Context: an optimization exercise on an open-source flow, tuned for small area, a short achievable clock period and few clock cycles. The choices shown serve that exercise and are no tape-out recipe. Function was checked by simulation only, so behaviour that the tests miss may differ from the original.

==> exp/zinc <==
// mspfc_scale_alu
module mspfc_scale_alu (
    input  wire        clk,
    input  wire        rst,
    input  wire        in_valid,
    output wire        in_ready,
    input  wire        in_unpack,
    input  wire [2:0]  in_ty,
    input  wire        in_rnd,
    input  wire [63:0] in_v,
    input  wire [63:0] in_s,
    input  wire [63:0] in_o,
    input  wire [31:0] in_n,
    output reg         out_valid,
    output wire [2:0]  out_status,
    output wire [63:0] out_data
);
Settings: LEC_CHECK=0, CAP_MARGIN=20, CORE_MARGIN=2, CORE_UTILIZATION=60, SETUP_SLACK_MARGIN=3.5, SLEW_MARGIN=20; clock period 11.0 ns.
run.sh (not shown) runs the stock make flow with config.mk's settings and CLKGATE_MAP_FILE= SYNTH_SCRIPT=/design/flow/synth_recipe.tcl, a recipe that flattens the netlist after the stock synthesis.
==> exp/nickel (differences from exp/zinc) <==
- CORE_UTILIZATION: 60 -> 55
==> summary.md <==
| Metric | Value |
|---|---|
| Well-tap cell count | 1,391 |
| Status | timing/DRC/antenna clean |
| Met2 WL | 102,000 um |
| Starting density of the core | 0.553 |
| ANT cells | 12 |
Source of the figures above: exp/nickel

==> summary.md <==
| Metric | Value |
|---|---|
| Met2 WL | 101,000 um |
| Routed len/inst | 27.3 um |
| Starting density of the core | 0.604 |
| Status | timing/DRC/antenna clean |
| Mux contribution to synthesized area | 0.0570 |
| Well-tap cell count | 1,276 |
Source of the figures above: exp/zinc

Testbench counts of exp/zinc, summed over its fixed seeds: cycles 9,689.
Testbench counts of exp/nickel, summed over its fixed seeds: cycles 9,689.

========
==> inputs of run B <==
mspfc_scale_alu, a different RTL version from the one above (not shown whole).
make LEC_CHECK=0 CAP_MARGIN=20 CORE_MARGIN=2 CORE_UTILIZATION=45 SETUP_SLACK_MARGIN=3.5 SLEW_MARGIN=20 finish   # period 11.0 ns
==> inputs of run R, as changes to run B <==
--- a/flow/config.mk
+++ b/flow/config.mk
@@ -9,3 +9,3 @@
 export CORE_MARGIN = 2
-export CORE_UTILIZATION = 45
+export CORE_UTILIZATION = 50
 export SETUP_SLACK_MARGIN = 3.5
==> inputs of run D, as changes to run B <==
--- a/flow/config.mk
+++ b/flow/config.mk
@@ -7,6 +7,7 @@
 export LEC_CHECK = 0
-export CAP_MARGIN = 20
+export CAP_MARGIN = 10
 export CORE_MARGIN = 2
-export CORE_UTILIZATION = 45
+export CORE_UTILIZATION = 55
 export SETUP_SLACK_MARGIN = 3.5
-export SLEW_MARGIN = 20
+export SLEW_MARGIN = 10
+export TNS_END_PERCENT = 20
==> notes.md <==
die area: 132400 um^2
worst r2r path cells: 21
comb_multi_in: 5691
status: timing/DRC/antenna clean
Routed WL per cell: 26.91 um
reg2reg setup slack: 3.48 ns
Final period util: 68.35%
Layout area overhead: 16.61%
The numbers above come from run B.

==> notes.md <==
worst r2r path cells: 27
comb_multi_in: 5695
Routed WL per cell: 27.25 um
status: timing/DRC/antenna clean
die area: 119300 um^2
The numbers above come from run R.

==> notes.md <==
die area: 108600 um^2
Final period util: 69.05%
reg2reg setup slack: 3.42 ns
Layout area overhead: 14.91%
comb_multi_in: 5691
worst r2r path cells: 24
status: timing/DRC/antenna clean
Routed WL per cell: 26.75 um
The numbers above come from run D.

Testbench counts of run B, summed over its fixed seeds: cycles 9,689.
Testbench counts of run R, summed over its fixed seeds: cycles 9,689.
Testbench counts of run D, summed over its fixed seeds: cycles 9,689.

========
==> inputs of run Y <==
mspfc_scale_alu again, from the RTL that the note above started with.
==> flow/config.mk <==
export PLATFORM = sky130hd
export DESIGN_NAME = mspfc_scale_alu
export DESIGN_NICKNAME = mspfc_scale_alu
export VERILOG_FILES = /design/flow/design.v
export SDC_FILE = /design/flow/constraint.sdc
export NUM_CORES = 4
export LEC_CHECK = 0
export CAP_MARGIN = 20
export CORE_MARGIN = 2
export CORE_UTILIZATION = 55
export SETUP_SLACK_MARGIN = 3.75
export SLEW_MARGIN = 20
==> flow/constraint.sdc <==
create_clock -name core_clock -period 11.0 [get_ports {clk}]
set_input_delay 2.2000 -clock core_clock [delete_from_list [all_inputs] [get_ports {clk}]]
set_output_delay 2.2000 -clock core_clock [all_outputs]
set_load 0.01 [all_outputs]
==> inputs of run A, as changes to run Y <==
SETUP_SLACK_MARGIN = 3.4   (was 3.75)
==> inputs of run X, as changes to run Y <==
SETUP_SLACK_MARGIN = 3.5   (was 3.75)
==> qor summary <==
Status: run A complete, no violations; run X complete, no violations; run Y complete, no violations
Per-cell via count in the routed design: run A 6.49; run X 6.47; run Y 6.51
Via count of the routed design: run A 56200; run X 56100; run Y 56900
DP Cell Count: run A 8434; run X 8435; run Y 8438
Post-place instance area: run A 62400 um^2; run X 62400 um^2; run Y 62500 um^2
Kind of critical path: run A reg2reg; run X in2reg; run Y reg2reg
Clock buffers created by TritonCTS: run A 55; run X 56; run Y 56
Detailed-routed wire length on met2: run A 98000 um; run X 98400 um; run Y 101000 um
Worst min-delay path startpoint: run A ty[2]; run X ty[2]; run Y ty[1]
Routability congestion estimate from global placement: run A 1.04; run X 1.05; run Y 1.04
Crit-path slowest cell: run A sky130_fd_sc_hd__fa_1; run X sky130_fd_sc_hd__or4_4; run Y sky130_fd_sc_hd__fa_1
M3 GR Usage: run A 0.0722; run X 0.0803; run Y 0.0774
Fraction of area in registers: run A 0.168; run X 0.167; run Y 0.163
Worst EP required: run A 11.61 ns; run X 11.42 ns; run Y 11.61 ns
Worst path setup slack after routing: run A 3.42 ns; run X 3.50 ns; run Y 3.52 ns
Testbench counts of run Y, summed over its fixed seeds: cycles 9,689.
Testbench counts of run A, summed over its fixed seeds: cycles 9,689.
Testbench counts of run X, summed over its fixed seeds: cycles 9,689.

-- static timing again, ports no longer ideal --
No port has a modelled driver above. Below, the same layouts with a new extraction and two added sets of constraints.
Step 1: set_driving_cell puts a clkbuf_16 on clk and a buf_2 on each other input, an assumption about the parent block.
Step 2, shift: input delay + t, output delay - t, t = (earliest + latest rising clock arrival at the registers) / 2. This alone moves slack from input paths to output paths.
Three values: no drivers, after step 1, after step 2; two values: the first two.
run | shift t [ns] | slack for setup (ns) | pins driven straight from the clock port
exp/zinc | 0.716 | 3.413 / 3.451 / 2.738 | 1
exp/nickel | 0.732 | 3.524 / 3.524 / 2.935 | 1
run B | 0.758 | 3.481 / 3.481 / 2.819 | 1
run R | 0.763 | 3.484 / 3.470 / 2.839 | 1
run D | 0.730 | 3.405 / 3.412 / 2.723 | 1
run Y | 0.745 | 3.521 / 3.521 / 2.872 | 1
run A | 0.756 | 3.420 / 3.359 / 2.739 | 1
run X | 0.764 | 3.498 / 3.513 / 2.767 | 1
After both steps setup and hold are still met in every run listed. The setup slack of run X, which loses most, moves by +0.015 ns with the drivers and by -0.731 ns with both steps.
